From an optimization exercise on the open Yosys and OpenROAD flow, aimed at small area; shortcuts taken in it are not production practice. Where RTL was checked, it was by simulation tests only, not by an equivalence proof against the original. For runs 1 and 2, only the layout was checked, not whether the RTL still works. No activity file was given, so power comes from the tool's default toggle rates.

==> config.mk <==
export PLATFORM = sky130hd
export DESIGN_NAME = saes_core
export DESIGN_NICKNAME = saes_core
export VERILOG_FILES = /design/flow/design.v
export SDC_FILE = /design/flow/constraint.sdc
export NUM_CORES = 4
export LEC_CHECK = 0
export ABC_AREA = 1
export CAP_MARGIN = 20
export CORE_MARGIN = 2
export CORE_UTILIZATION = 40
export CTS_BUF_LIST = sky130_fd_sc_hd__clkbuf_8
export CTS_CLUSTER_DIAMETER = 100
export CTS_CLUSTER_SIZE = 20
export SLEW_MARGIN = 20
==> constraint.sdc <==
create_clock -name core_clock -period 20.0 [get_ports {clk}]
set_input_delay 4.0000 -clock core_clock [delete_from_list [all_inputs] [get_ports {clk}]]
set_output_delay 4.0000 -clock core_clock [all_outputs]
set_load 0.01 [all_outputs]
==> design.v <==
module saes_sbox (
    input  wire [3:0] x,
    output wire [3:0] y
);
    assign y[0] = (~x[3] & x[2] & ~x[1]) | (~x[3] & ~x[1] & ~x[0]) | (x[3] & x[2] & x[1]) | (x[1] & x[0]);
    assign y[1] = (~x[3] & ~x[2] & x[1]) | (x[3] & ~x[2] & ~x[1]) | (x[3] & x[2] & x[1]) | (x[3] & x[0]);
    assign y[2] = (~x[3] & ~x[2] & ~x[1] & x[0]) | (x[3] & x[2]) | (x[3] & ~x[1] & ~x[0]) |
                  (x[2] & ~x[1] & ~x[0]) | (x[2] & x[1] & x[0]);
    assign y[3] = (~x[3] & ~x[2] & x[1]) | (~x[3] & ~x[0]) | (x[3] & x[2] & ~x[1]) | (x[2] & ~x[0]);
endmodule
module saes_affinv (
    input  wire [3:0] y,
    output wire [3:0] x
);
    assign x = {~(y[1] ^ y[3]), ~(y[0] ^ y[2]), y[2], ~y[3]};
endmodule
module saes_core (
    input  wire        clk,
    input  wire        rst,      
    input  wire        req,
    input  wire        we,
    input  wire [3:0]  addr,
    input  wire [15:0] wdata,
    output reg         ack,
    output wire [15:0] rdata
);
    localparam [3:0] I_DOUT = 4'd0, I_R1I = 4'd1, I_K1 = 4'd2, I_IV = 4'd5,
                     I_CHAIN = 4'd6, I_DIN = 4'd7, I_RK0 = 4'd8;
    localparam [3:0] OP_GMUL = 4'h1, OP_SUBN = 4'h2, OP_ISUBN = 4'h3, OP_SHROW = 4'h4,
                     OP_MIXC = 4'h5, OP_IMIXC = 4'h6, OP_KEXP = 4'h7, OP_ENC = 4'h8,
                     OP_DEC  = 4'h9, OP_CBCI = 4'hA, OP_CBCE = 4'hB, OP_CBCD = 4'hC;
    localparam [1:0] S_IDLE = 2'd0, S_CLR = 2'd1, S_WAIT = 2'd2, S_RUN = 2'd3;
    localparam [2:0] F_S = 3'd0, F_Z = 3'd1, F_SB = 3'd2, F_MC = 3'd3,
                     F_AF = 3'd5, F_KS = 3'd6;
    localparam [2:0] X_0 = 3'd0, X_P = 3'd1, X_SRP = 3'd2, X_GM = 3'd3, X_WD = 3'd4,
                     X_CMD = 3'd5, X_ST = 3'd6;
    reg  [143:0] ring;
    wire [15:0]  P = ring[143:128];
    reg  [3:0]   ph;
    reg  [15:0]  S;
    reg  [7:0]   cmd_code;
    reg          cv, eany;
    reg          kv;        
    reg  [1:0]   ecode;
    reg  [1:0]   st;
    reg  [2:0]   rv;        
    reg  [1:0]   stg;       
    reg          wl;        
    assign rdata = S;
    wire [3:0] opc = cmd_code[7:4];
    wire [1:0] vv  = cmd_code[3:2];
    wire [3:0] sn3, sn2, sn1, sn0;
    saes_sbox u_s3 (.x(S[15:12]), .y(sn3));
    saes_sbox u_s2 (.x(S[11:8]),  .y(sn2));
    saes_sbox u_s1 (.x(S[7:4]),   .y(sn1));
    saes_sbox u_s0 (.x(S[3:0]),   .y(sn0));
    wire [15:0] sb_s = {sn3, sn2, sn0, sn1};            
    wire [15:0] af_s;
    saes_affinv u_a3 (.y(S[15:12]), .x(af_s[15:12]));
    saes_affinv u_a2 (.y(S[11:8]),  .x(af_s[11:8]));
    saes_affinv u_a1 (.y(S[7:4]),   .x(af_s[7:4]));
    saes_affinv u_a0 (.y(S[3:0]),   .x(af_s[3:0]));
    function [3:0] mul4(input [3:0] v);
        mul4 = {v[1], v[0] ^ v[3], v[3] ^ v[2], v[2]};
    endfunction
    wire [15:0] mc_s = {S[15:12] ^ mul4(S[7:4]), S[11:8] ^ mul4(S[3:0]),
                        mul4(S[15:12]) ^ S[7:4], mul4(S[11:8]) ^ S[3:0]};
    reg         rc2;        
    wire [7:0]  ks_hi = S[15:8] ^ sb_s[7:0] ^ (rc2 ? 8'h30 : 8'h80);
    wire [15:0] ks_s  = {ks_hi, S[7:0] ^ ks_hi};
    reg [2:0]  fsel;
    reg [2:0]  xsel;
    reg        pw;
    reg [15:0] fv, xv;
    wire gm_bit = P[3'd7 - {1'b0, rv[1:0]}];
    always @(*) begin
        case (fsel)
            F_S:     fv = S;
            F_Z:     fv = 16'h0000;
            F_SB:    fv = sb_s;
            F_MC:    fv = mc_s;
            F_AF:    fv = af_s;
            default: fv = ks_s;
        endcase
        case (xsel)
            X_P:     xv = P;
            X_SRP:   xv = {P[15:8], P[3:0], P[7:4]};
            X_GM:    xv = {12'h000, P[3:0] & {4{gm_bit}}};
            X_WD:    xv = wdata;
            X_CMD:   xv = {8'h00, cmd_code};
            X_ST:    xv = {12'h000, eany, ecode, cv};
            default: xv = 16'h0000;
        endcase
    end
    wire [15:0] s_next  = fv ^ xv;
    wire [15:0] port_in = pw ? s_next : P;
    wire [7:0] code = wdata[7:0];
    reg legal;
    always @(*) begin
        legal = 1'b0;
        if (code[1:0] == 2'b00) begin
            case (code[7:4])
                4'h0, 4'h1, 4'h2, 4'h3, 4'h4, 4'h5, 4'h6, 4'h7, 4'hA:
                    legal = (code[3:2] == 2'b00);
                4'h8, 4'h9, 4'hB, 4'hC:
                    legal = (code[3:2] != 2'b11);
                default:
                    legal = 1'b0;
            endcase
        end
    end
    wire needs_chain = (code[7:4] == OP_CBCE) || (code[7:4] == OP_CBCD);
    reg [3:0] aid;         
    always @(*) begin
        case (addr)
            4'h0:    aid = I_DIN;
            4'h1:    aid = 4'd2;
            4'h2:    aid = 4'd3;
            4'h3:    aid = 4'd4;
            4'h4:    aid = I_IV;
            4'h7:    aid = I_DOUT;
            4'h8:    aid = I_R1I;
            4'h9:    aid = I_CHAIN;
            default: aid = I_RK0;
        endcase
    end
    wire a_ring = (addr <= 4'h4) || ((addr >= 4'h7) && (addr <= 4'hC));
    wire a_rk12 = (addr == 4'hB) || (addr == 4'hC);
    wire       enc_t = (opc == OP_ENC) || (opc == OP_CBCE);
    wire [1:0] kidx  = enc_t ? stg : (vv - stg);           
    wire [3:0] kslot = {2'b00, kidx} + 4'd2;
    wire       mid3  = (vv == 2'd2) && (stg == 2'd1);
    wire       dstg  = enc_t ? mid3 : !mid3;
    wire       first = (stg == 2'd0);
    wire       last  = (stg == vv);
    wire       tail  = (stg == vv + 2'd1);
    wire       slast = (rv == (dstg ? 3'd7 : 3'd4));
    wire       keyrv = (rv == 3'd0) || (rv == 3'd2) || slast;
    wire [1:0] nstep = (rv == 3'd2) ? 2'd1 : ((rv == 3'd0) ^ dstg) ? 2'd0 : 2'd2;
    reg [1:0] st_n;
    reg [2:0] rv_n;
    reg [1:0] stg_n;
    reg       ack_n, wl_n;
    reg       endrev;     
    always @(*) begin
        fsel   = F_S;
        xsel   = X_0;
        pw     = 1'b0;
        rc2    = 1'b0;
        st_n   = st;
        rv_n   = rv;
        stg_n  = stg;
        ack_n  = 1'b0;
        wl_n   = wl;
        endrev = 1'b0;
        case (st)
            S_IDLE: begin
                if (req && !ack) begin
                    if (we) begin
                        if (addr <= 4'h4) begin
                            if (!wl) begin
                                fsel = F_Z; xsel = X_WD; wl_n = 1'b1;
                            end else if (ph == aid) begin
                                pw = 1'b1; ack_n = 1'b1; wl_n = 1'b0;
                            end
                        end else begin
                            ack_n = 1'b1;
                            if (addr == 4'h5 && legal && !(needs_chain && !cv) && code[7:4] != 4'h0)
                                st_n = S_WAIT;
                        end
                    end else if (a_ring) begin
                        if (ph == aid && !wl) begin
                            fsel = F_Z;
                            if (a_rk12 && !kv) xsel = X_0;
                            else xsel = X_P;
                            if (a_rk12 && kv) wl_n = 1'b1;
                            else ack_n = 1'b1;
                        end else if (wl && ph == 4'd0) begin
                            fsel = F_KS;                      
                            if (addr == 4'hB) begin ack_n = 1'b1; wl_n = 1'b0; end
                        end else if (wl && ph == 4'd1) begin
                            fsel = F_KS; rc2 = 1'b1;          
                            ack_n = 1'b1; wl_n = 1'b0;
                        end
                    end else begin
                        fsel = F_Z; ack_n = 1'b1;
                        xsel = (addr == 4'h5) ? X_CMD : (addr == 4'h6) ? X_ST : X_0;
                    end
                end
            end
            S_CLR: begin
                fsel = F_Z; pw = 1'b1;
                if (ph == 4'd8) st_n = S_IDLE;
            end
            S_WAIT: begin
                rv_n = 3'd0; stg_n = 2'd0;
                if (ph == 4'd0) st_n = S_RUN;
            end
            default: begin  
                if (opc == OP_KEXP) begin
                    if (ph == I_K1) begin fsel = F_Z; xsel = X_P; end
                    if (ph == I_RK0) pw = 1'b1;
                    endrev = 1'b1;
                end else if (opc == OP_CBCI) begin
                    if (ph == I_IV) begin fsel = F_Z; xsel = X_P; end
                    if (ph == I_CHAIN) pw = 1'b1;
                    endrev = 1'b1;
                end else if (opc == OP_GMUL) begin
                    if (ph == I_DIN) begin
                        fsel = (rv == 3'd0) ? F_Z : F_S; xsel = X_GM;
                    end
                    if ((ph == 4'd8 || ph == 4'd0) && rv != 3'd3) fsel = F_MC;
                    if (ph == 4'd0 && rv == 3'd3) pw = 1'b1;
                    endrev = (rv == 3'd3);
                end else if (opc <= OP_IMIXC) begin
                    if (rv == 3'd0) begin
                        if (ph == I_DIN) begin
                            fsel = F_Z;
                            xsel = (opc == OP_MIXC || opc == OP_IMIXC) ? X_P : X_SRP;
                        end
                    end else begin
                        case (opc)
                            OP_SUBN:  if (ph == 4'd1) fsel = F_SB;
                            OP_ISUBN: if (ph == 4'd1 || ph == 4'd3) fsel = F_AF;
                                      else if (ph == 4'd2) fsel = F_SB;
                            OP_MIXC:  if (ph == 4'd1) fsel = F_MC;
                            OP_IMIXC: if (rv != 3'd4 || ph == 4'd1 || ph == 4'd2) fsel = F_MC;
                            default: ;
                        endcase
                        if (opc != OP_IMIXC || rv == 3'd4) begin
                            if (ph == 4'd0) pw = 1'b1;
                            endrev = 1'b1;
                        end
                    end
                end else if (tail) begin
                    if (opc == OP_CBCD && rv == 3'd0) begin
                        if (ph == I_DIN) begin fsel = F_Z; xsel = X_P; end
                    end else begin
                        if (ph == I_CHAIN) pw = 1'b1;
                        endrev = 1'b1;
                    end
                end else if (keyrv) begin
                    if (ph == kslot) begin
                        fsel = F_Z; xsel = X_P;
                    end else if (ph == kslot + 4'd1 && nstep != 2'd0) begin
                        fsel = F_KS;
                    end else if (ph == kslot + 4'd2 && nstep == 2'd2) begin
                        fsel = F_KS; rc2 = 1'b1;
                    end else if (ph == I_CHAIN) begin
                        if ((first && rv == 3'd0 && opc == OP_CBCE) ||
                            (last && slast && opc == OP_CBCD))
                            xsel = X_P;
                    end else if (ph == I_DIN) begin
                        if (first && rv == 3'd0) xsel = X_P;
                    end else if (ph == I_DOUT) begin
                        if (!(first && rv == 3'd0)) xsel = X_P;
                        if (slast) pw = 1'b1;                
                    end
                    if (slast && last && opc != OP_CBCE && opc != OP_CBCD)
                        endrev = 1'b1;
                end else begin
                    if (!dstg) begin
                        if (rv == 3'd1) begin
                            if (ph == 4'd1) fsel = F_SB;
                            else if (ph == 4'd2) fsel = F_MC;
                        end else begin
                            if (ph == I_R1I && opc == OP_ENC && vv == 2'd0) pw = 1'b1;
                            else if (ph == 4'd2) fsel = F_SB;
                        end
                    end else begin
                        if (rv == 3'd1) begin
                            if (ph == 4'd1 || ph == 4'd3) fsel = F_AF;
                            else if (ph == 4'd2) fsel = F_SB;
                        end else if (rv != 3'd6) begin
                            fsel = F_MC;                      
                        end else begin
                            if (ph == 4'd1 || ph == 4'd2) fsel = F_MC;
                            else if (ph == 4'd3 || ph == 4'd5) fsel = F_AF;
                            else if (ph == 4'd4) fsel = F_SB;
                        end
                    end
                    if (ph == I_DOUT && !(dstg && (rv == 3'd3 || rv == 3'd4 || rv == 3'd5))) pw = 1'b1;
                end
                if (ph == 4'd0) begin
                    if (endrev) st_n = S_IDLE;
                    else if (!(opc >= OP_ENC) || tail || !slast) rv_n = rv + 3'd1;
                    else begin
                        rv_n  = 3'd0;
                        stg_n = stg + 2'd1;
                    end
                end
            end
        endcase
        if (rst) begin
            fsel = F_Z; xsel = X_0;
        end
    end
    always @(posedge clk) begin
        ring <= {ring[127:0], port_in};
        S    <= s_next;
        rv   <= rv_n;
        stg  <= stg_n;
        if (rst) begin
            ph       <= 4'd0;
            st       <= S_CLR;
            ack      <= 1'b0;
            wl       <= 1'b0;
            cmd_code <= 8'h00;
            cv       <= 1'b0;
            kv       <= 1'b0;
            ecode    <= 2'b00;
            eany     <= 1'b0;
        end else begin
            ph  <= (ph == 4'd8) ? 4'd0 : ph + 4'd1;
            st  <= st_n;
            ack <= ack_n;
            wl  <= wl_n;
            if (st == S_IDLE && req && !ack && we && addr == 4'h5) begin
                cmd_code <= code;
                if (!legal) begin
                    ecode <= 2'b01;
                    eany  <= 1'b1;
                end else if (needs_chain && !cv) begin
                    ecode <= 2'b10;
                    eany  <= 1'b1;
                end else begin
                    ecode <= 2'b00;
                    if (code[7:4] == OP_CBCI) cv <= 1'b1;
                    if (code[7:4] == OP_KEXP) kv <= 1'b1;
                end
            end
        end
    end
endmodule
==> flow/run.sh <==
#!/bin/bash
# Own layout flow: the standard flow, except that synthesis maps the logic
# with an area-oriented ABC script (flow/abc_area.script) and without Yosys's
# adder extraction, and the port buffers are the smallest buffer. The
# registers, their names and cell types are those of the standard synthesis.
set -euo pipefail
WORK=$(pwd)

# ORFS scripts with our ABC script in place of abc_area.script
rm -rf "$WORK/scripts_area"
cp -r "$FLOW_HOME/scripts" "$WORK/scripts_area"
cp "$WORK/flow/abc_area.script" "$WORK/scripts_area/abc_area.script"

bash standard.sh synth SCRIPTS_DIR="$WORK/scripts_area" ADDER_MAP_FILE= \
    > "$WORK/synth.log" 2>&1
CTS="-sink_clustering_enable -repair_clock_nets -sink_clustering_size 20"
CTS="$CTS -sink_clustering_max_diameter 100 -buf_list sky130_fd_sc_hd__clkbuf_8 -dont_use_dummy_load"
bash standard.sh finish "BUFFER_PORTS_ARGS=-buffer_cell sky130_fd_sc_hd__buf_1" "CTS_ARGS=$CTS" \
    > "$WORK/layout.log" 2>&1
test -f "$WORK/out/final.def"
==> flow/abc_area.script <==
strash
&get -n
&deepsyn -T 90
&dch
&nf -R 1000
&put
topo
==> standard.sh <==
#!/bin/bash
# synth_recipe.tcl (not shown) runs the flow's synth.tcl, then flattens the netlist and writes it again
# the make line also repeats each setting of config.mk as NAME=value (left out here)
make -C /OpenROAD-flow-scripts/flow DESIGN_CONFIG=/design/flow/config.mk WORK_HOME=/design/flow/orfs CLKGATE_MAP_FILE= SYNTH_SCRIPT=/design/flow/synth_recipe.tcl "${@:-finish}"
==> results of run 1 <==
[cell usage after synthesis (all sizes together), types with 5 or more instances]
library cell,n
a22o,8
edfxtp,5
a211oi,7
a22oi,10
a222oi,7
nor2,66
mux2,16
dfxtp,181
nand3,19
clkinv,19
nor2b,16
nand2,68
a21oi,43
nand2b,5
o21ai,37
xor2,21
or2,5
nor3,18
a31oi,14
xnor2,36
and2,6
o22ai,12
nand4,5
a21o,7
[power by group]
group	internal, W	switching [W]
clock network	0.0000753	0.000109
logic	0.00000812	0.0000152
registers	0.000374	0.00000435
[worst paths after layout]
| check | from | end | slack [ps] | cells after the start |
|---|---|---|---|---|
| hold reg to reg | ring[117] | ring[133] | 310 | 0 |
| setup reg to reg | cmd_code[5] | ring[13] | 13750 | 20 |
| hold / removal | ring[117] | ring[133] | 310 | 0 |
| setup / recovery | addr[0] | ring[13] | 11790 | 19 |
[registers in the layout, indices dropped and copies added (netlist names), 2 cells and up]
signal / count
cmd_code: 8
rv: 3
S: 16
stg: 2
ecode: 2
st: 2
ring: 144
ph: 4
[per-stage QoR]
| step | setup slack (ps) | total power [W] | instance area, um2 |
|---|---|---|---|
| after floorplan | 12540 | 0.000399 | 6840 |
| after global placement | 11760 | 0.000409 | 7310 |
| after detailed placement | 11430 | 0.000409 | 7320 |
| after CTS | 11890 | 0.000592 | 7550 |
| after global routing | 11390 | 0.000610 | 7550 |
| final | 11790 | 0.000586 | 7550 |
[layer usage]
metal	GRT usage [%]	part of all wire [%]	up-vias
met5	0	0	-
met4	9.01	3.0	0
met3	4.24	5.2	45
met2	32.1	45	189
met1	28.1	47	2615
li1	-	-	2620
[cells by family (layout without fill, tap and decap cells)]
logic type      count (synthesis)  in the layout
flops                         186            186
simple gates                  227            227
buf+inv                        19             80
mux                            20             20
xor+xnor                       57             57
compound gates                184            184
[final cells by class]
type / instances / area share [%]
well taps: 220 / 3.65
repair buffers: 44 / 2.39
multi-input cells: 488 / 40.0
inverters: 19 / 0.944
flip-flops and latches: 186 / 50.0
clock buffers: 17 / 3.10
[worst max-delay path, stage by stage]
cell	delay [ps]
sky130_fd_sc_hd__buf_1	180
sky130_fd_sc_hd__o21ai_0	260
sky130_fd_sc_hd__and2_0	210
sky130_fd_sc_hd__a211oi_1	70
sky130_fd_sc_hd__a41oi_1	180
sky130_fd_sc_hd__o21ai_0	150
sky130_fd_sc_hd__o211ai_1	170
sky130_fd_sc_hd__nand3_1	130
sky130_fd_sc_hd__and3b_1	200
sky130_fd_sc_hd__o32a_1	210
sky130_fd_sc_hd__nor2_1	360
sky130_fd_sc_hd__or2_0	460
sky130_fd_sc_hd__clkinv_1	340
sky130_fd_sc_hd__nor2_1	430
sky130_fd_sc_hd__a21oi_1	80
sky130_fd_sc_hd__o21a_1	130
sky130_fd_sc_hd__a2111oi_0	510
sky130_fd_sc_hd__xor2_1	150
sky130_fd_sc_hd__mux2_1	320
==> flow_results.xml, run 1 <==
<?xml version="1.0" encoding="UTF-8"?>
<metrics>
  <group name="routing">
    <metric name="ant_nets" unit="">0</metric>
    <metric name="dr.first_iter.drc_count" unit="">487</metric>
    <metric name="drtPass1Iterations" unit="">8</metric>
    <metric name="vias" unit="">5469</metric>
    <metric name="detail_route.wirelength" unit="mm">18.2</metric>
    <metric name="detail_route.wl_per_cell" unit="um">18.6</metric>
    <metric name="route.detailed.vias_per_inst" unit="">5.61</metric>
    <metric name="detail_route.drc_violations" unit="">0</metric>
  </group>
  <group name="synth">
    <metric name="syn_area_per_cell" unit="um2">9.88</metric>
    <metric name="synth_ff_type" unit="">sky130_fd_sc_hd__dfxtp_1</metric>
    <metric name="synth_sequential_area_ratio" unit="%">55.1</metric>
    <metric name="synth-edff-count" unit="">5</metric>
    <metric name="synth_adder_area_share" unit="%">0</metric>
    <metric name="ys_warn_count" unit="">1</metric>
    <metric name="synth-simple-area-share" unit="%">15.5</metric>
    <metric name="synth_fp_nets" unit="">717</metric>
    <metric name="synth_cells" unit="">693</metric>
    <metric name="synth.lib_cells_used.distinct" unit="">52</metric>
    <metric name="post_synth_instance_area" unit="um2">6840</metric>
    <metric name="synth-compound-area-share" unit="%">17.8</metric>
    <metric name="synth.mux.area_fraction" unit="%">3.22</metric>
    <metric name="synthesis_stage_register_bit_count" unit="">186</metric>
    <metric name="synth_largest_type_area_fraction" unit="%">52.9</metric>
    <metric name="async_flop_share" unit="%">0</metric>
    <metric name="synthXorXnorAreaFrac" unit="%">7.29</metric>
    <metric name="yosys-top-cells-area" unit="">sky130_fd_sc_hd__dfxtp_1, sky130_fd_sc_hd__xnor2_1, sky130_fd_sc_hd__nand2_1</metric>
    <metric name="netlist.top_cell.by_area" unit="">sky130_fd_sc_hd__dfxtp_1</metric>
    <metric name="synth_top_family_by_area" unit="">compound AO/OA/AOI/OAI gates</metric>
  </group>
  <group name="place">
    <metric name="hpwl" unit="mm">12.9</metric>
    <metric name="place.gp.congestion" unit="">0.928</metric>
    <metric name="dpl_cells" unit="">957</metric>
    <metric name="placement.io_buffers" unit="">40</metric>
  </group>
  <group name="layout">
    <metric name="nNetsFinal" unit="">780</metric>
    <metric name="multiInputGateArea" unit="um2">3020</metric>
    <metric name="area_growth" unit="%">10.3</metric>
    <metric name="final_common_cell" unit="">sky130_fd_sc_hd__dfxtp_1</metric>
    <metric name="commonest_cells_after_routing_fill_and_taps_aside" unit="">sky130_fd_sc_hd__dfxtp_1, sky130_fd_sc_hd__nand2_1, sky130_fd_sc_hd__nor2_1, sky130_fd_sc_hd__a21oi_1, sky130_fd_sc_hd__buf_1</metric>
    <metric name="layout.area.seq" unit="um2">3770</metric>
    <metric name="post_route_cells_drive_above_1_share" unit="%">3.18</metric>
    <metric name="filler_cell_count" unit="">1628</metric>
    <metric name="final_core_utilization" unit="%">45.4</metric>
    <metric name="insertedDiodeCount" unit="">0</metric>
    <metric name="stdcell_count" unit="">974</metric>
  </group>
  <group name="clocking">
    <metric name="clock_tree.htree_level_count" unit="">4</metric>
    <metric name="clock_sinks" unit="">186</metric>
    <metric name="cts-root-buf" unit="">sky130_fd_sc_hd__clkbuf_8</metric>
    <metric name="cts-resized-gates" unit="">0</metric>
    <metric name="cts_buffers" unit="">17</metric>
    <metric name="cts.hold.buffers_added" unit="">0</metric>
    <metric name="clk_latency_worst_skew_pair" unit="ps">450</metric>
    <metric name="post-cts-setup-buffer-count" unit="">0</metric>
    <metric name="clk_path_buf_depth" unit="">2</metric>
    <metric name="clock_pin_transition_on_the_worst_setup_and_hold_timing_paths" unit="ps">90</metric>
    <metric name="cts_tree" unit="">yes</metric>
  </group>
  <group name="power">
    <metric name="total_leakage_power" unit="nW">2.70</metric>
    <metric name="power.ir.vdd_worst" unit="uV">51.5</metric>
    <metric name="power_per_cell_area" unit="nW/um2">77.6</metric>
  </group>
  <group name="grt">
    <metric name="grt_pass1_vias" unit="">5331</metric>
    <metric name="grt_start_max_net_pins" unit="">25</metric>
    <metric name="global_route.overflow_total" unit="">0</metric>
    <metric name="grtUsageTotal" unit="%">20.7</metric>
    <metric name="grt_first_pass_wirelength" unit="mm">29.2</metric>
    <metric name="grt_antenna_before_repair" unit="">0</metric>
  </group>
  <group name="worst_setup_path">
    <metric name="crit_fanout" unit="">10</metric>
    <metric name="worst-setup-path-type" unit="">primary input to register</metric>
    <metric name="worstSetupStartpointType" unit="">primary input</metric>
    <metric name="worst_setup_path_end_kind" unit="">register</metric>
    <metric name="cp.required" unit="ps">20330</metric>
    <metric name="timing.critical_path.arrival" unit="ps">8540</metric>
  </group>
  <group name="sta">
    <metric name="clock_skew" unit="ps">29.1</metric>
    <metric name="finalSetupTns" unit="ps">0</metric>
    <metric name="max_slew.worst_pin.slew" unit="ps">916</metric>
    <metric name="timing.hold.ws" unit="ps">307</metric>
    <metric name="finalHoldViolations" unit="">0</metric>
    <metric name="period_minus_ws_final" unit="ps">8210</metric>
    <metric name="slew_violations" unit="">0</metric>
    <metric name="max-slew-margin-rel" unit="%">38.4</metric>
    <metric name="setup_viol" unit="">0</metric>
    <metric name="layout_worst_path_cycle_share" unit="%">41.0</metric>
    <metric name="fmax" unit="MHz">122</metric>
    <metric name="rsz0062_at_grt" unit="">no</metric>
  </group>
  <group name="flow_run">
    <metric name="cap_violations" unit="">0</metric>
  </group>
  <group name="die">
    <metric name="die_width" unit="um">135</metric>
    <metric name="start_util" unit="%">41.1</metric>
    <metric name="ios" unit="">41</metric>
    <metric name="die_height" unit="um">135</metric>
    <metric name="row_count" unit="">47</metric>
    <metric name="core-area" unit="um2">16600</metric>
    <metric name="floorplan.die_area" unit="um2">18200</metric>
  </group>
  <group name="status">
    <metric name="status" unit="">complete, no violations</metric>
  </group>
  <group name="hold_path">
    <metric name="hold_class" unit="">register to register</metric>
  </group>
</metrics>
==> inputs of run 2 (changes only) <==
--- a/flow/run.sh
+++ b/flow/run.sh
@@ -14,7 +14,7 @@
 bash standard.sh synth SCRIPTS_DIR="$WORK/scripts_area" ADDER_MAP_FILE= \
     > "$WORK/synth.log" 2>&1
 CTS="-sink_clustering_enable -repair_clock_nets -sink_clustering_size 20"
-CTS="$CTS -sink_clustering_max_diameter 100 -buf_list sky130_fd_sc_hd__clkbuf_8 -dont_use_dummy_load"
+CTS="$CTS -sink_clustering_max_diameter 100 -buf_list sky130_fd_sc_hd__clkbuf_8 -dont_use_dummy_load -sink_buffer_max_cap_derate 0.05"
 bash standard.sh finish "BUFFER_PORTS_ARGS=-buffer_cell sky130_fd_sc_hd__buf_1" "CTS_ARGS=$CTS" \
     > "$WORK/layout.log" 2>&1
 test -f "$WORK/out/final.def"
==> flow_results.xml, run 2 <==
<?xml version="1.0" encoding="UTF-8"?>
<metrics>
  <group name="hold_path">
    <metric name="end_of_the_worst_hold_path" unit="">ring[133]</metric>
    <metric name="hold_depth" unit="">0</metric>
    <metric name="hold_class" unit="">register to register</metric>
    <metric name="hp-start" unit="">ring[117]</metric>
  </group>
  <group name="sta">
    <metric name="max_slew.worst_pin.slew" unit="ps">916</metric>
    <metric name="finalSetupTns" unit="ps">0</metric>
    <metric name="fmax" unit="MHz">122</metric>
    <metric name="layout_worst_path_cycle_share" unit="%">41.0</metric>
    <metric name="setup_viol" unit="">0</metric>
    <metric name="finalHoldViolations" unit="">0</metric>
    <metric name="timing.hold.ws" unit="ps">307</metric>
    <metric name="period_minus_ws_final" unit="ps">8210</metric>
    <metric name="clock_skew" unit="ps">29.1</metric>
    <metric name="slew_violations" unit="">0</metric>
    <metric name="rsz0062_at_grt" unit="">no</metric>
    <metric name="max-slew-margin-rel" unit="%">38.4</metric>
  </group>
  <group name="grt">
    <metric name="grtUsageTotal" unit="%">20.7</metric>
    <metric name="global_route.overflow_total" unit="">0</metric>
    <metric name="grt_pass1_vias" unit="">5331</metric>
    <metric name="grt.met1_usage" unit="%">28.1</metric>
    <metric name="grt_antenna_before_repair" unit="">0</metric>
    <metric name="grt_first_pass_wirelength" unit="mm">29.2</metric>
    <metric name="gr-max-usage-layer" unit="">met2</metric>
    <metric name="met2_usage" unit="%">32.1</metric>
    <metric name="groute.layer.met3.usage" unit="%">4.24</metric>
    <metric name="grt_start_max_net_pins" unit="">25</metric>
  </group>
  <group name="worst_setup_path">
    <metric name="worst_setup_path_end_kind" unit="">register</metric>
    <metric name="crit_fanout" unit="">10</metric>
    <metric name="number_of_cells_traversed_by_the_worst_register_to_register_path" unit="">20</metric>
    <metric name="worstSetupStartpointType" unit="">primary input</metric>
    <metric name="cp.required" unit="ps">20330</metric>
    <metric name="reg2reg_slack" unit="ps">13750</metric>
    <metric name="timing.critical_path.arrival" unit="ps">8540</metric>
    <metric name="r2r-start" unit="">cmd_code[5]</metric>
    <metric name="worst-setup-path-type" unit="">primary input to register</metric>
    <metric name="reg2reg_capture_point" unit="">ring[13]</metric>
  </group>
  <group name="clocking">
    <metric name="clock_tree.htree_level_count" unit="">4</metric>
    <metric name="cts-root-buf" unit="">sky130_fd_sc_hd__clkbuf_8</metric>
    <metric name="cts.hold.buffers_added" unit="">0</metric>
    <metric name="clock_pin_transition_on_the_worst_setup_and_hold_timing_paths" unit="ps">90</metric>
    <metric name="cts_buffers" unit="">17</metric>
    <metric name="post-cts-setup-buffer-count" unit="">0</metric>
    <metric name="clk_path_buf_depth" unit="">2</metric>
    <metric name="cts-resized-gates" unit="">0</metric>
    <metric name="cts_tree" unit="">yes</metric>
    <metric name="clk_latency_worst_skew_pair" unit="ps">450</metric>
    <metric name="clock_sinks" unit="">186</metric>
  </group>
  <group name="layout">
    <metric name="multiInputGateArea" unit="um2">3020</metric>
    <metric name="largest_register_ffs" unit="">144</metric>
    <metric name="layout.area.seq" unit="um2">3770</metric>
    <metric name="filler_cell_count" unit="">1628</metric>
    <metric name="final_design_area_no_fill" unit="um2">7550</metric>
    <metric name="insertedDiodeCount" unit="">0</metric>
    <metric name="layout_top_registers" unit="">ring x144, S x16, cmd_code x8</metric>
    <metric name="post_route_cells_drive_above_1_share" unit="%">3.18</metric>
    <metric name="commonest_cells_after_routing_fill_and_taps_aside" unit="">sky130_fd_sc_hd__dfxtp_1, sky130_fd_sc_hd__nand2_1, sky130_fd_sc_hd__nor2_1, sky130_fd_sc_hd__a21oi_1, sky130_fd_sc_hd__buf_1</metric>
    <metric name="stdcell_count" unit="">974</metric>
    <metric name="top_reg_by_flops" unit="">ring</metric>
    <metric name="nNetsFinal" unit="">780</metric>
    <metric name="final_common_cell" unit="">sky130_fd_sc_hd__dfxtp_1</metric>
    <metric name="area_growth" unit="%">10.3</metric>
  </group>
  <group name="power">
    <metric name="power_per_cell_area" unit="nW/um2">77.6</metric>
    <metric name="total_leakage_power" unit="nW">2.70</metric>
    <metric name="power.ir.vdd_worst" unit="uV">51.5</metric>
  </group>
  <group name="routing">
    <metric name="detail_route.drc_violations" unit="">0</metric>
    <metric name="detail_route.wirelength" unit="mm">18.2</metric>
    <metric name="route.detailed.vias_per_inst" unit="">5.61</metric>
    <metric name="dr.first_iter.drc_count" unit="">487</metric>
    <metric name="detail_route.wl_per_cell" unit="um">18.6</metric>
    <metric name="vias" unit="">5469</metric>
    <metric name="ant_nets" unit="">0</metric>
    <metric name="drtPass1Iterations" unit="">8</metric>
  </group>
  <group name="synth">
    <metric name="synth_largest_type_area_fraction" unit="%">52.9</metric>
    <metric name="synth_ff_type" unit="">sky130_fd_sc_hd__dfxtp_1</metric>
    <metric name="synth-compound-area-share" unit="%">17.8</metric>
    <metric name="synth_sequential_area_ratio" unit="%">55.1</metric>
    <metric name="yosys-top-cells-area" unit="">sky130_fd_sc_hd__dfxtp_1, sky130_fd_sc_hd__xnor2_1, sky130_fd_sc_hd__nand2_1</metric>
    <metric name="synthXorXnorAreaFrac" unit="%">7.29</metric>
    <metric name="synth_fp_nets" unit="">717</metric>
    <metric name="synth-edff-count" unit="">5</metric>
    <metric name="ys_warn_count" unit="">1</metric>
    <metric name="netlist.top_cell.by_area" unit="">sky130_fd_sc_hd__dfxtp_1</metric>
    <metric name="synth.most_common_cell" unit="">sky130_fd_sc_hd__dfxtp_1</metric>
    <metric name="synth.mux.area_fraction" unit="%">3.22</metric>
    <metric name="async_flop_share" unit="%">0</metric>
    <metric name="post_synth_instance_area" unit="um2">6840</metric>
    <metric name="synth-simple-area-share" unit="%">15.5</metric>
    <metric name="syn_area_per_cell" unit="um2">9.88</metric>
    <metric name="synth_top_family_by_area" unit="">compound AO/OA/AOI/OAI gates</metric>
    <metric name="synth_adder_area_share" unit="%">0</metric>
    <metric name="synth_top_cells_by_count" unit="">sky130_fd_sc_hd__dfxtp_1, sky130_fd_sc_hd__nand2_1, sky130_fd_sc_hd__nor2_1</metric>
    <metric name="synth_cells" unit="">693</metric>
    <metric name="synth.lib_cells_used.distinct" unit="">52</metric>
    <metric name="synthesis_stage_register_bit_count" unit="">186</metric>
  </group>
  <group name="place">
    <metric name="dpl-instance-area" unit="um2">7320</metric>
    <metric name="hpwl" unit="mm">12.9</metric>
    <metric name="dpl_cells" unit="">957</metric>
    <metric name="placement.io_buffers" unit="">40</metric>
    <metric name="place.gp.congestion" unit="">0.928</metric>
  </group>
  <group name="die">
    <metric name="die_height" unit="um">135</metric>
    <metric name="core-area" unit="um2">16600</metric>
    <metric name="ios" unit="">41</metric>
    <metric name="die_width" unit="um">135</metric>
    <metric name="floorplan.die_area" unit="um2">18200</metric>
    <metric name="start_util" unit="%">41.1</metric>
    <metric name="row_count" unit="">47</metric>
  </group>
  <group name="status">
    <metric name="status" unit="">complete, no violations</metric>
  </group>
  <group name="flow_run">
    <metric name="cap_violations" unit="">0</metric>
  </group>
</metrics>
[run 2: cell counts after synthesis]
No cell type changed its count.
[run 2: how the worst max path moves through the flow]
stage / from / end / slack, ps / cells past startpoint
floorplan: addr[0] / ring[13] / 12540 / 18
global placement: addr[0] / ring[13] / 11760 / 19
detailed placement: addr[0] / ring[13] / 11430 / 19
CTS: addr[0] / ring[13] / 11890 / 19
global route: addr[0] / ring[13] / 11390 / 19
finish: addr[0] / ring[13] / 11790 / 19
[run 2: through the flow]
step | setup WS (ps) | utilization [%] | power (W)
finish | 11790 | 45.4 | 0.000586
global route | 11390 | 45.4 | 0.000610
CTS | 11890 | 45.4 | 0.000592
detailed placement | 11430 | 44.0 | 0.000409
global placement | 11760 | 43.9 | 0.000409
floorplan | 12540 | - | 0.000399
[run 2: layout make-up]
| class | count | share of cell area [%] |
|---|---|---|
| clock buffer | 17 | 3.10 |
| inverter | 19 | 0.944 |
| multi-input combinational | 488 | 40.0 |
| sequential | 186 | 50.0 |
| tap | 220 | 3.65 |
| timing repair buffer | 44 | 2.39 |
[run 2: logic make-up after synthesis]
group / after synthesis
mux: 20
simple gates: 227
buf+inv: 19
xor+xnor: 57
flops: 186
compound gates: 184
[run 2: critical path: stages]
cell	delay, ps
sky130_fd_sc_hd__buf_1	180
sky130_fd_sc_hd__o21ai_0	260
sky130_fd_sc_hd__and2_0	210
sky130_fd_sc_hd__a211oi_1	70
sky130_fd_sc_hd__a41oi_1	180
sky130_fd_sc_hd__o21ai_0	150
sky130_fd_sc_hd__o211ai_1	170
sky130_fd_sc_hd__nand3_1	130
sky130_fd_sc_hd__and3b_1	200
sky130_fd_sc_hd__o32a_1	210
sky130_fd_sc_hd__nor2_1	360
sky130_fd_sc_hd__or2_0	460
sky130_fd_sc_hd__clkinv_1	340
sky130_fd_sc_hd__nor2_1	430
sky130_fd_sc_hd__a21oi_1	80
sky130_fd_sc_hd__o21a_1	130
sky130_fd_sc_hd__a2111oi_0	510
sky130_fd_sc_hd__xor2_1	150
sky130_fd_sc_hd__mux2_1	320
[run 2: where the power goes]
group,internal (W),total (W),switching (W)
Combinational,0.00000812,0.0000233,0.0000152
Clock,0.0000753,0.000184,0.000109
Sequential,0.000374,0.000378,0.00000435
Total,0.000457,0.000586,0.000129
[run 2: metal layers]
| layer | up-vias | routed length (um) |
|---|---|---|
| met5 | - | 0 |
| met4 | 0 | 538 |
| met3 | 45 | 937 |
| met2 | 189 | 8190 |
| met1 | 2615 | 8490 |
| li1 | 2620 | - |
==> inputs of run 3 (changes only) <==
--- a/design.v
+++ b/design.v
@@ -63,11 +63,10 @@
     function [3:0] mul4(input [3:0] v);
         mul4 = {v[1], v[0] ^ v[3], v[3] ^ v[2], v[2]};
     endfunction
-    wire [15:0] mc_s = {S[15:12] ^ mul4(S[7:4]), S[11:8] ^ mul4(S[3:0]),
-                        mul4(S[15:12]) ^ S[7:4], mul4(S[11:8]) ^ S[3:0]};
+    wire [15:0] mc_x = {mul4(S[7:4]), mul4(S[3:0]), mul4(S[15:12]), mul4(S[11:8])};
     reg         rc2;        
-    wire [7:0]  ks_hi = S[15:8] ^ sb_s[7:0] ^ (rc2 ? 8'h30 : 8'h80);
-    wire [15:0] ks_s  = {ks_hi, S[7:0] ^ ks_hi};
+    wire [7:0]  ks_t = sb_s[7:0] ^ (rc2 ? 8'h30 : 8'h80);
+    wire [15:0] ks_x = {ks_t, S[15:8] ^ ks_t};
     reg [2:0]  fsel;
     reg [2:0]  xsel;
     reg        pw;
@@ -75,12 +74,10 @@
     wire gm_bit = P[3'd7 - {1'b0, rv[1:0]}];
     always @(*) begin
         case (fsel)
-            F_S:     fv = S;
             F_Z:     fv = 16'h0000;
             F_SB:    fv = sb_s;
-            F_MC:    fv = mc_s;
             F_AF:    fv = af_s;
-            default: fv = ks_s;
+            default: fv = S;
         endcase
         case (xsel)
             X_P:     xv = P;
@@ -91,6 +88,8 @@
             X_ST:    xv = {12'h000, eany, ecode, cv};
             default: xv = 16'h0000;
         endcase
+        if (fsel == F_MC) xv = mc_x;
+        if (fsel == F_KS) xv = ks_x;
     end
     wire [15:0] s_next  = fv ^ xv;
     wire [15:0] port_in = pw ? s_next : P;
--- a/flow/run.sh
+++ b/flow/run.sh
@@ -14,7 +14,7 @@
 bash standard.sh synth SCRIPTS_DIR="$WORK/scripts_area" ADDER_MAP_FILE= \
     > "$WORK/synth.log" 2>&1
 CTS="-sink_clustering_enable -repair_clock_nets -sink_clustering_size 20"
-CTS="$CTS -sink_clustering_max_diameter 100 -buf_list sky130_fd_sc_hd__clkbuf_8 -dont_use_dummy_load -sink_buffer_max_cap_derate 0.05"
+CTS="$CTS -sink_clustering_max_diameter 100 -buf_list sky130_fd_sc_hd__clkbuf_8 -dont_use_dummy_load"
 bash standard.sh finish "BUFFER_PORTS_ARGS=-buffer_cell sky130_fd_sc_hd__buf_1" "CTS_ARGS=$CTS" \
     > "$WORK/layout.log" 2>&1
 test -f "$WORK/out/final.def"
==> flow_results.xml, run 3 <==
<?xml version="1.0" encoding="UTF-8"?>
<metrics>
  <group name="synth">
    <metric name="yosys-top-cells-area" unit="">sky130_fd_sc_hd__dfxtp_1, sky130_fd_sc_hd__nand2_1, sky130_fd_sc_hd__o21ai_0</metric>
    <metric name="synth-edff-count" unit="">5</metric>
    <metric name="synth.lib_cells_used.distinct" unit="">51</metric>
    <metric name="synth_sequential_area_ratio" unit="%">56.1</metric>
    <metric name="async_flop_share" unit="%">0</metric>
    <metric name="synth_cells" unit="">669</metric>
    <metric name="ys_warn_count" unit="">1</metric>
    <metric name="synth_fp_nets" unit="">693</metric>
    <metric name="synth_largest_type_area_fraction" unit="%">53.8</metric>
    <metric name="synthesis_stage_register_bit_count" unit="">186</metric>
    <metric name="synth_top_cells_by_count" unit="">sky130_fd_sc_hd__dfxtp_1, sky130_fd_sc_hd__nand2_1, sky130_fd_sc_hd__nor2_1</metric>
    <metric name="post_synth_instance_area" unit="um2">6730</metric>
    <metric name="netlist.top_cell.by_area" unit="">sky130_fd_sc_hd__dfxtp_1</metric>
    <metric name="synth.most_common_cell" unit="">sky130_fd_sc_hd__dfxtp_1</metric>
    <metric name="syn_area_per_cell" unit="um2">10.1</metric>
    <metric name="synth_ff_type" unit="">sky130_fd_sc_hd__dfxtp_1</metric>
  </group>
  <group name="sta">
    <metric name="max_slew.worst_pin.slew" unit="ps">1010</metric>
    <metric name="setup_viol" unit="">0</metric>
    <metric name="fmax" unit="MHz">131</metric>
    <metric name="slew_violations" unit="">0</metric>
    <metric name="clock_skew" unit="ps">32.2</metric>
    <metric name="max-slew-margin-rel" unit="%">30.8</metric>
    <metric name="finalHoldViolations" unit="">0</metric>
    <metric name="layout_worst_path_cycle_share" unit="%">38.3</metric>
    <metric name="period_minus_ws_final" unit="ps">7650</metric>
    <metric name="worst_slack_setup_final" unit="ps">12350</metric>
    <metric name="finalSetupTns" unit="ps">0</metric>
    <metric name="rsz0062_at_grt" unit="">no</metric>
  </group>
  <group name="layout">
    <metric name="multiInputGateArea" unit="um2">2900</metric>
    <metric name="area_growth" unit="%">10.6</metric>
    <metric name="nNetsFinal" unit="">758</metric>
    <metric name="top_reg_by_flops" unit="">ring</metric>
    <metric name="commonest_cells_after_routing_fill_and_taps_aside" unit="">sky130_fd_sc_hd__dfxtp_1, sky130_fd_sc_hd__nand2_1, sky130_fd_sc_hd__nor2_1, sky130_fd_sc_hd__o21ai_0, sky130_fd_sc_hd__buf_1</metric>
    <metric name="post_route_cells_drive_above_1_share" unit="%">3.28</metric>
    <metric name="layout_top_registers" unit="">ring x144, S x16, cmd_code x8</metric>
    <metric name="filler_cell_count" unit="">1617</metric>
    <metric name="stdcell_count" unit="">952</metric>
    <metric name="insertedDiodeCount" unit="">0</metric>
    <metric name="layout.area.seq" unit="um2">3770</metric>
    <metric name="final_common_cell" unit="">sky130_fd_sc_hd__dfxtp_1</metric>
    <metric name="final_design_area_no_fill" unit="um2">7440</metric>
    <metric name="largest_register_ffs" unit="">144</metric>
  </group>
  <group name="worst_setup_path">
    <metric name="worstSetupStartpointType" unit="">primary input</metric>
    <metric name="critPathMostFrequentCell" unit="">sky130_fd_sc_hd__a21oi_1</metric>
    <metric name="worst_setup_path_end_kind" unit="">register</metric>
    <metric name="worst_path_largest_cell_delay" unit="ps">480</metric>
    <metric name="crit_fanout" unit="">13</metric>
    <metric name="cp_num_buf_inv" unit="">2</metric>
    <metric name="worst_path_dominant_cell_family" unit="">compound AO/OA/AOI/OAI gates</metric>
    <metric name="cp.required" unit="ps">20320</metric>
    <metric name="worst-setup-path-type" unit="">primary input to register</metric>
    <metric name="cp.depth" unit="">18</metric>
    <metric name="critical_path.cell_chain" unit="">buf_1 -&gt; a21oi_1 -&gt; o31a_1 -&gt; a21oi_1 -&gt; a31oi_1 -&gt; a311oi_1 -&gt; a21o_1 -&gt; a21oi_1 -&gt; or3_1 -&gt; or2_0 -&gt; nor2b_1 -&gt; nor2b_1 -&gt; buf_4 -&gt; a222oi_1 -&gt; nand3_1 -&gt; a21oi_1 -&gt; o21ai_0 -&gt; mux2_1</metric>
    <metric name="timing.critical_path.arrival" unit="ps">7970</metric>
    <metric name="timing.critical_path.slowest_stage_cell" unit="">sky130_fd_sc_hd__buf_1</metric>
    <metric name="number_of_cells_traversed_by_the_worst_register_to_register_path" unit="">18</metric>
  </group>
  <group name="routing">
    <metric name="detail_route.wl_per_cell" unit="um">18.4</metric>
    <metric name="detail_route.drc_violations" unit="">0</metric>
    <metric name="drtPass1Iterations" unit="">5</metric>
    <metric name="vias" unit="">5414</metric>
    <metric name="route.detailed.vias_per_inst" unit="">5.69</metric>
    <metric name="detail_route.wirelength" unit="mm">17.5</metric>
    <metric name="ant_nets" unit="">0</metric>
    <metric name="dr.first_iter.drc_count" unit="">549</metric>
  </group>
  <group name="clocking">
    <metric name="cts-root-buf" unit="">sky130_fd_sc_hd__clkbuf_8</metric>
    <metric name="cts-resized-gates" unit="">0</metric>
    <metric name="clock_tree.htree_level_count" unit="">4</metric>
    <metric name="cts.hold.buffers_added" unit="">0</metric>
    <metric name="clk_latency_worst_skew_pair" unit="ps">460</metric>
    <metric name="clk_path_buf_depth" unit="">2</metric>
    <metric name="clock_pin_transition_on_the_worst_setup_and_hold_timing_paths" unit="ps">80</metric>
    <metric name="cts_tree" unit="">yes</metric>
    <metric name="post-cts-setup-buffer-count" unit="">0</metric>
    <metric name="cts_buffers" unit="">17</metric>
    <metric name="clock_sinks" unit="">186</metric>
  </group>
  <group name="place">
    <metric name="place.gp.congestion" unit="">0.950</metric>
    <metric name="hpwl" unit="mm">12.6</metric>
    <metric name="dpl-instance-area" unit="um2">7210</metric>
    <metric name="dpl_worst_slack" unit="ps">12010</metric>
    <metric name="placement.io_buffers" unit="">40</metric>
    <metric name="dpl_cells" unit="">935</metric>
  </group>
  <group name="power">
    <metric name="power_per_cell_area" unit="nW/um2">81.7</metric>
    <metric name="power.ir.vdd_worst" unit="uV">58.3</metric>
    <metric name="total_leakage_power" unit="nW">2.74</metric>
    <metric name="power.total" unit="W">0.000608</metric>
  </group>
  <group name="grt">
    <metric name="grtUsageTotal" unit="%">20.4</metric>
    <metric name="global_route.overflow_total" unit="">0</metric>
    <metric name="grt_first_pass_wirelength" unit="mm">28.3</metric>
    <metric name="grt_pass1_vias" unit="">5280</metric>
    <metric name="grt_antenna_before_repair" unit="">0</metric>
    <metric name="grt_start_max_net_pins" unit="">20</metric>
  </group>
  <group name="status">
    <metric name="status" unit="">complete, no violations</metric>
  </group>
  <group name="die">
    <metric name="row_count" unit="">47</metric>
    <metric name="floorplan.die_area" unit="um2">17900</metric>
    <metric name="die_height" unit="um">134</metric>
    <metric name="die_width" unit="um">134</metric>
    <metric name="core-area" unit="um2">16500</metric>
    <metric name="ios" unit="">41</metric>
    <metric name="start_util" unit="%">40.7</metric>
  </group>
  <group name="hold_path">
    <metric name="hold_depth" unit="">0</metric>
    <metric name="hold_class" unit="">register to register</metric>
  </group>
  <group name="flow_run">
    <metric name="cap_violations" unit="">0</metric>
  </group>
</metrics>
run 3: stage by stage:
| stage | utilization [%] | hold slack [ps] |
|---|---|---|
| after floorplan | - | 310 |
| final | 45.0 | 312 |
| after detailed placement | 43.6 | 312 |
| after global placement | 43.6 | 310 |
| after global routing | 45.0 | 314 |
| after CTS | 45.0 | 314 |
run 3: where the power goes:
group,total [W],switching (W),internal (W)
combinational,0.0000362,0.0000226,0.0000136
clock,0.000181,0.000106,0.0000752
sequential,0.000391,0.00000758,0.000383
total,0.000608,0.000136,0.000472
run 3: layout make-up:
type / count / area share [%]
Multi-Input combinational cell: 466 / 39.0
Sequential cell: 186 / 50.7
Tap cell: 220 / 3.70
Clock buffer: 17 / 3.14
Inverter: 17 / 0.857
Timing Repair Buffer: 46 / 2.62
run 3: cell families (layout without fill, tap and decap cells):
logic type / Yosys count / count (layout) / synth area share (%)
DFF: 186 / 186 / 56.1
xor gates and xnor gates: 40 / 40 / 5.20
muxes: 18 / 18 / 2.97
buffers and inverters: 17 / 80 / 0.948
AOI/OAI and AO/OA: 185 / 185 / 18.6
and+or+nand+nor: 223 / 223 / 16.2
run 3: path summary, 6_finish.rpt:
check                    from         to  slack [ps]
setup / recovery      addr[3]    ring[2]       12350
hold / removal       ring[98]  ring[114]         310
setup reg to reg  cmd_code[4]   ring[15]       14330
hold reg to reg      ring[98]  ring[114]         310
run 3: worst register-to-register path, stage by stage, from the launching register on:
cell and delay [ps]:
sky130_fd_sc_hd__dfxtp_1 700, sky130_fd_sc_hd__xor2_1 130, sky130_fd_sc_hd__nor2_1 290, sky130_fd_sc_hd__nor3b_1 90
sky130_fd_sc_hd__a21oi_1 260, sky130_fd_sc_hd__xor2_1 220, sky130_fd_sc_hd__nor2_1 80, sky130_fd_sc_hd__nor3_1 840
sky130_fd_sc_hd__o21ai_0 210, sky130_fd_sc_hd__nand2_1 110, sky130_fd_sc_hd__a21o_1 160, sky130_fd_sc_hd__o21ai_0 110
sky130_fd_sc_hd__a32oi_1 400, sky130_fd_sc_hd__nand3_1 510, sky130_fd_sc_hd__and2_0 520, sky130_fd_sc_hd__a221oi_1 340
sky130_fd_sc_hd__o31ai_1 130, sky130_fd_sc_hd__xor2_1 190, sky130_fd_sc_hd__mux2_1 290
run 3: per-layer routing:
layer | track usage, % | vias up | wire length (um)
met4 | 9.81 | 0 | 554
li1 | - | 2589 | -
met2 | 32.1 | 190 | 8170
met1 | 26.7 | 2596 | 7870
met3 | 4.22 | 39 | 946
met5 | 0 | - | 0
==> inputs of run 4 (changes only) <==
--- a/design.v
+++ b/design.v
@@ -157,10 +157,8 @@
                 if (req && !ack) begin
                     if (we) begin
                         if (addr <= 4'h4) begin
-                            if (!wl) begin
-                                fsel = F_Z; xsel = X_WD; wl_n = 1'b1;
-                            end else if (ph == aid) begin
-                                pw = 1'b1; ack_n = 1'b1; wl_n = 1'b0;
+                            if (ph == aid) begin
+                                fsel = F_Z; xsel = X_WD; pw = 1'b1; ack_n = 1'b1;
                             end
                         end else begin
                             ack_n = 1'b1;
==> flow/run.sh (replaced) <==
#!/bin/bash
# Own layout flow: the standard flow, except that
#  - synthesis maps the logic with an area-oriented ABC script
#    (flow/abc_area.script), as the best of several seeds (flow/abc_multi.tcl),
#    and without Yosys's adder extraction;
#  - the port buffers are the smallest buffer;
#  - clock tree synthesis inserts no dummy loads.
# The registers, their names and cell types are those of the standard synthesis.
set -euo pipefail
WORK=$(pwd)

# ORFS scripts with our ABC step in place of the single ABC call
rm -rf "$WORK/scripts_area"
cp -r "$FLOW_HOME/scripts" "$WORK/scripts_area"
python3 - "$WORK/scripts_area/synth.tcl" "$WORK/flow/abc_multi.tcl" <<'PY'
import sys
path, multi = sys.argv[1], sys.argv[2]
s = open(path).read()
old = "  log_cmd abc {*}$abc_args\n"
assert s.count(old) == 1
s = s.replace(old, "  source %s\n" % multi)
open(path, "w").write(s)
PY
export FLOW_ABC_TEMPLATE="$WORK/flow/abc_area.script"

bash standard.sh synth SCRIPTS_DIR="$WORK/scripts_area" ADDER_MAP_FILE= \
    > "$WORK/synth.log" 2>&1
CTS="-sink_clustering_enable -repair_clock_nets -sink_clustering_size 20"
CTS="$CTS -sink_clustering_max_diameter 100 -buf_list sky130_fd_sc_hd__clkbuf_8 -dont_use_dummy_load"
bash standard.sh finish "BUFFER_PORTS_ARGS=-buffer_cell sky130_fd_sc_hd__buf_1" "CTS_ARGS=$CTS" \
    > "$WORK/layout.log" 2>&1
test -f "$WORK/out/final.def"
==> flow/abc_area.script (replaced) <==
strash
&get -n
&deepsyn -S @SEED@ -T 60
&dch
&nf -R 1000
&put
topo
==> flow/abc_multi.tcl (new file) <==
# Sourced by synthesis in place of its single ABC call: map the logic several
# times with flow/abc_area.script, each time with another deepsyn seed
# (@SEED@), and keep the mapping with the smallest area.
set abc_tries 4
design -save abc_pre
set best_area ""
set best_i -1
for {set i 0} {$i < $abc_tries} {incr i} {
  design -load abc_pre
  set in [open $::env(FLOW_ABC_TEMPLATE) r]
  set txt [read $in]
  close $in
  set sc $::env(OBJECTS_DIR)/abc_try_$i.script
  set out [open $sc w]
  puts -nonewline $out [string map [list @SEED@ $i] $txt]
  close $out
  set try_args $abc_args
  lset try_args [expr {[lsearch -exact $try_args -script] + 1}] $sc
  log_cmd abc {*}$try_args
  set rpt $::env(OBJECTS_DIR)/abc_try_$i.stat
  tee -q -o $rpt stat {*}$lib_args
  set fh [open $rpt r]
  set st [read $fh]
  close $fh
  regexp {Chip area for module '[^']*': ([0-9.]+)} $st -> area
  puts "ABC try $i: area $area"
  if { $best_area eq "" || $area < $best_area } {
    set best_area $area
    set best_i $i
    design -save abc_best
  }
}
design -load abc_best
puts "ABC best try $best_i: area $best_area"
==> flow_results.xml, run 4 <==
<?xml version="1.0" encoding="UTF-8"?>
<metrics>
  <group name="flow_run">
    <metric name="cap_violations" unit="">0</metric>
  </group>
  <group name="clocking">
    <metric name="clk_path_buf_depth" unit="">2</metric>
    <metric name="clock_tree.htree_level_count" unit="">4</metric>
    <metric name="cts-resized-gates" unit="">0</metric>
    <metric name="clock_pin_transition_on_the_worst_setup_and_hold_timing_paths" unit="ps">90</metric>
    <metric name="cts.hold.buffers_added" unit="">0</metric>
    <metric name="clock_sinks" unit="">186</metric>
    <metric name="cts_tree" unit="">yes</metric>
    <metric name="clk_latency_worst_skew_pair" unit="ps">440</metric>
    <metric name="post-cts-setup-buffer-count" unit="">0</metric>
    <metric name="cts_buffers" unit="">17</metric>
    <metric name="cts-root-buf" unit="">sky130_fd_sc_hd__clkbuf_8</metric>
  </group>
  <group name="synth">
    <metric name="synth_fp_nets" unit="">692</metric>
    <metric name="synth.lib_cells_used.distinct" unit="">54</metric>
    <metric name="netlist.top_cell.by_area" unit="">sky130_fd_sc_hd__dfxtp_1</metric>
    <metric name="synth.most_common_cell" unit="">sky130_fd_sc_hd__dfxtp_1</metric>
    <metric name="yosys-top-cells-area" unit="">sky130_fd_sc_hd__dfxtp_1, sky130_fd_sc_hd__nand2_1, sky130_fd_sc_hd__xor2_1</metric>
    <metric name="synth-simple-area-share" unit="%">16.8</metric>
    <metric name="synth_adder_area_share" unit="%">0</metric>
    <metric name="synth_top_family_by_area" unit="">compound AO/OA/AOI/OAI gates</metric>
    <metric name="synth.mux.area_fraction" unit="%">2.84</metric>
    <metric name="synthesis_stage_register_bit_count" unit="">186</metric>
    <metric name="synth_sequential_area_ratio" unit="%">56.4</metric>
    <metric name="post_synth_instance_area" unit="um2">6700</metric>
    <metric name="ys_warn_count" unit="">1</metric>
    <metric name="syn_area_per_cell" unit="um2">10.0</metric>
    <metric name="synth_largest_type_area_fraction" unit="%">54.1</metric>
    <metric name="synthXorXnorAreaFrac" unit="%">6.02</metric>
    <metric name="synth-edff-count" unit="">5</metric>
    <metric name="synth-compound-area-share" unit="%">17.3</metric>
    <metric name="synth_top_cells_by_count" unit="">sky130_fd_sc_hd__dfxtp_1, sky130_fd_sc_hd__nand2_1, sky130_fd_sc_hd__nor2_1</metric>
    <metric name="async_flop_share" unit="%">0</metric>
    <metric name="synth_cells" unit="">668</metric>
    <metric name="synth_ff_type" unit="">sky130_fd_sc_hd__dfxtp_1</metric>
  </group>
  <group name="worst_setup_path">
    <metric name="worstSetupStartpointType" unit="">primary input</metric>
    <metric name="crit_fanout" unit="">12</metric>
    <metric name="number_of_cells_traversed_by_the_worst_register_to_register_path" unit="">19</metric>
    <metric name="reg2reg_capture_point" unit="">ring[8]</metric>
    <metric name="timing.critical_path.arrival" unit="ps">8510</metric>
    <metric name="worst_setup_path_end_kind" unit="">register</metric>
    <metric name="worst_setup_path_startpoint" unit="">addr[3]</metric>
    <metric name="cp.required" unit="ps">20310</metric>
    <metric name="r2r-start" unit="">cmd_code[4]</metric>
    <metric name="worst_setup_path_endpoint" unit="">ring[8]</metric>
    <metric name="worst-setup-path-type" unit="">primary input to register</metric>
    <metric name="reg2reg_slack" unit="ps">13740</metric>
  </group>
  <group name="layout">
    <metric name="post_route_cells_drive_above_1_share" unit="%">3.30</metric>
    <metric name="final_core_utilization" unit="%">44.9</metric>
    <metric name="largest_register_ffs" unit="">144</metric>
    <metric name="final_common_cell" unit="">sky130_fd_sc_hd__dfxtp_1</metric>
    <metric name="final_design_area_no_fill" unit="um2">7400</metric>
    <metric name="area_growth" unit="%">10.5</metric>
    <metric name="insertedDiodeCount" unit="">0</metric>
    <metric name="nNetsFinal" unit="">754</metric>
    <metric name="layout_top_registers" unit="">ring x144, S x16, cmd_code x8</metric>
    <metric name="top_reg_by_flops" unit="">ring</metric>
    <metric name="commonest_cells_after_routing_fill_and_taps_aside" unit="">sky130_fd_sc_hd__dfxtp_1, sky130_fd_sc_hd__nand2_1, sky130_fd_sc_hd__nor2_1, sky130_fd_sc_hd__buf_1, sky130_fd_sc_hd__o21ai_0</metric>
  </group>
  <group name="hold_path">
    <metric name="hold_class" unit="">register to register</metric>
  </group>
  <group name="die">
    <metric name="row_count" unit="">47</metric>
    <metric name="die_height" unit="um">133</metric>
    <metric name="ios" unit="">41</metric>
    <metric name="die_width" unit="um">133</metric>
    <metric name="start_util" unit="%">40.7</metric>
    <metric name="core-area" unit="um2">16500</metric>
    <metric name="floorplan.die_area" unit="um2">17800</metric>
  </group>
  <group name="power">
    <metric name="power_per_cell_area" unit="nW/um2">80.4</metric>
    <metric name="power.ir.vdd_worst" unit="uV">52.3</metric>
    <metric name="total_leakage_power" unit="nW">2.79</metric>
    <metric name="power.total" unit="W">0.000595</metric>
  </group>
  <group name="grt">
    <metric name="grt_start_max_net_pins" unit="">19</metric>
    <metric name="grtUsageTotal" unit="%">20.2</metric>
    <metric name="grt_antenna_before_repair" unit="">0</metric>
    <metric name="global_route.overflow_total" unit="">0</metric>
    <metric name="grt_first_pass_wirelength" unit="mm">27.9</metric>
    <metric name="grt_pass1_vias" unit="">5090</metric>
  </group>
  <group name="routing">
    <metric name="detail_route.wl_per_cell" unit="um">18.3</metric>
    <metric name="vias" unit="">5299</metric>
    <metric name="detail_route.drc_violations" unit="">0</metric>
    <metric name="route.detailed.vias_per_inst" unit="">5.59</metric>
    <metric name="drtPass1Iterations" unit="">6</metric>
    <metric name="ant_nets" unit="">0</metric>
    <metric name="detail_route.wirelength" unit="mm">17.4</metric>
    <metric name="dr.first_iter.drc_count" unit="">649</metric>
  </group>
  <group name="sta">
    <metric name="slew_violations" unit="">0</metric>
    <metric name="rsz0062_at_grt" unit="">no</metric>
    <metric name="period_minus_ws_final" unit="ps">8200</metric>
    <metric name="finalSetupTns" unit="ps">0</metric>
    <metric name="layout_worst_path_cycle_share" unit="%">41.0</metric>
    <metric name="fmax" unit="MHz">122</metric>
    <metric name="clock_skew" unit="ps">36.1</metric>
    <metric name="max-slew-margin-rel" unit="%">31.7</metric>
    <metric name="setup_viol" unit="">0</metric>
    <metric name="max_slew.worst_pin.slew" unit="ps">1020</metric>
    <metric name="finalHoldViolations" unit="">0</metric>
  </group>
  <group name="place">
    <metric name="dpl-instance-area" unit="um2">7160</metric>
    <metric name="place.gp.congestion" unit="">0.948</metric>
    <metric name="placement.io_buffers" unit="">40</metric>
    <metric name="hpwl" unit="mm">12.3</metric>
  </group>
  <group name="status">
    <metric name="status" unit="">complete, no violations</metric>
  </group>
</metrics>
==> run 4: how the worst min path moves through the flow <==
| stage | start | to | cells after the start |
|---|---|---|---|
| floorplan | ring[84] | ring[100] | 0 |
| global placement | ring[68] | ring[84] | 0 |
| detailed placement | ring[56] | ring[72] | 0 |
| CTS | ring[35] | ring[51] | 0 |
| global route | ring[35] | ring[51] | 0 |
| finish | ring[35] | ring[51] | 0 |
==> run 4: critical path: stages <==
cell and delay [ps]:
sky130_fd_sc_hd__buf_1 300, sky130_fd_sc_hd__o21ai_0 190, sky130_fd_sc_hd__a221oi_1 310, sky130_fd_sc_hd__o2111ai_1 200
sky130_fd_sc_hd__nor2_1 210, sky130_fd_sc_hd__nor2_1 80, sky130_fd_sc_hd__nor2_1 140, sky130_fd_sc_hd__nor2_1 100
sky130_fd_sc_hd__o21ai_0 570, sky130_fd_sc_hd__nand2_1 200, sky130_fd_sc_hd__a21oi_1 850, sky130_fd_sc_hd__clkinv_1 360
sky130_fd_sc_hd__o21ai_0 340, sky130_fd_sc_hd__a21oi_1 110, sky130_fd_sc_hd__o31ai_1 100, sky130_fd_sc_hd__xor2_1 130
sky130_fd_sc_hd__mux2_1 320
==> run 4: power by group <==
group          internal, W  leakage [nW]  total (W)  switching [W]
Sequential        0.000379          1.50   0.000386     0.00000675
Combinational   0.00000950          1.16  0.0000252      0.0000157
Clock            0.0000754         0.122   0.000184       0.000109
Total             0.000464          2.79   0.000595       0.000131
==> run 4: area by class of cell <==
type                    instances  area [um2]
repair buffers                 43         173
well taps                     220         275
inverters                      13        48.8
clock buffers                  17         234
flip-flops and latches        186        3770
fillers                      1604        9060
multi-input cells             469        2900
==> run 4: layer usage <==
layer	up-vias	share of wire, %	global-route usage, %	routed length [um]
met2	189	47	32.5	8230
li1	2555	-	-	-
met1	2529	45	26.9	7790
met3	26	5.7	4.38	981
met5	-	0	0	0
met4	0	2.0	7.21	343
==> run 4: metrics by stage <==
stage | instances | setup WS [ps] | hold WS [ps]
2_1_floorplan | 668 | 12560 | 310
3_3_place_gp | 931 | 11860 | 310
3_5_place_dp | 931 | 11610 | 312
4_1_cts | 948 | 12060 | 303
5_1_grt | 948 | 11330 | 302
6_report | 948 | 11800 | 300
==> run 4: logic make-up (layout without fill, tap and decap cells) <==
kind of cell / count (synthesis) / in the layout
buf+inv: 13 / 73
flops: 186 / 186
simple gates: 242 / 242
mux: 16 / 16
xor+xnor: 46 / 46
compound gates: 165 / 165

==> what the ideal ports hide <==
How much do the figures lean on ideal ports? The routed layouts below were timed once more, with nothing changed but the port constraints.
Step 1 (the two cells are an assumption about what drives the block):
set clk [get_ports {clk}]
set_driving_cell -lib_cell sky130_fd_sc_hd__clkbuf_16 $clk
set_driving_cell -lib_cell sky130_fd_sc_hd__buf_2 [delete_from_list [all_inputs] $clk]
Step 2 moves the port delays by t, midway between the first and last clock arrival at a register: inputs arrive t later, outputs are due t later. That takes back most of the time a late clock gives input paths.
Slacks: ideal / step 1 / step 2; pairs: ideal / step 1.
| run | t (ns) | setup WS [ns] | worst hold slack (ns) | worst register clock-pin slew, ns |
|---|---|---|---|---|
| run 1 | 0.469 | 11.791 / 11.809 / 11.341 | 0.307 / 0.307 / 0.307 | 0.10 / 0.10 |
| run 2 | 0.469 | 11.791 / 11.809 / 11.341 | 0.307 / 0.307 / 0.307 | 0.10 / 0.10 |
| run 3 | 0.481 | 12.349 / 12.344 / 11.863 | 0.312 / 0.312 / 0.312 | 0.10 / 0.10 |
| run 4 | 0.463 | 11.802 / 11.814 / 11.352 | 0.300 / 0.300 / 0.300 | 0.09 / 0.09 |
After both steps every run listed still meets setup and hold. For run 3, which loses most, drivers alone change the setup slack by -0.005 ns; drivers and shift together by -0.486 ns.
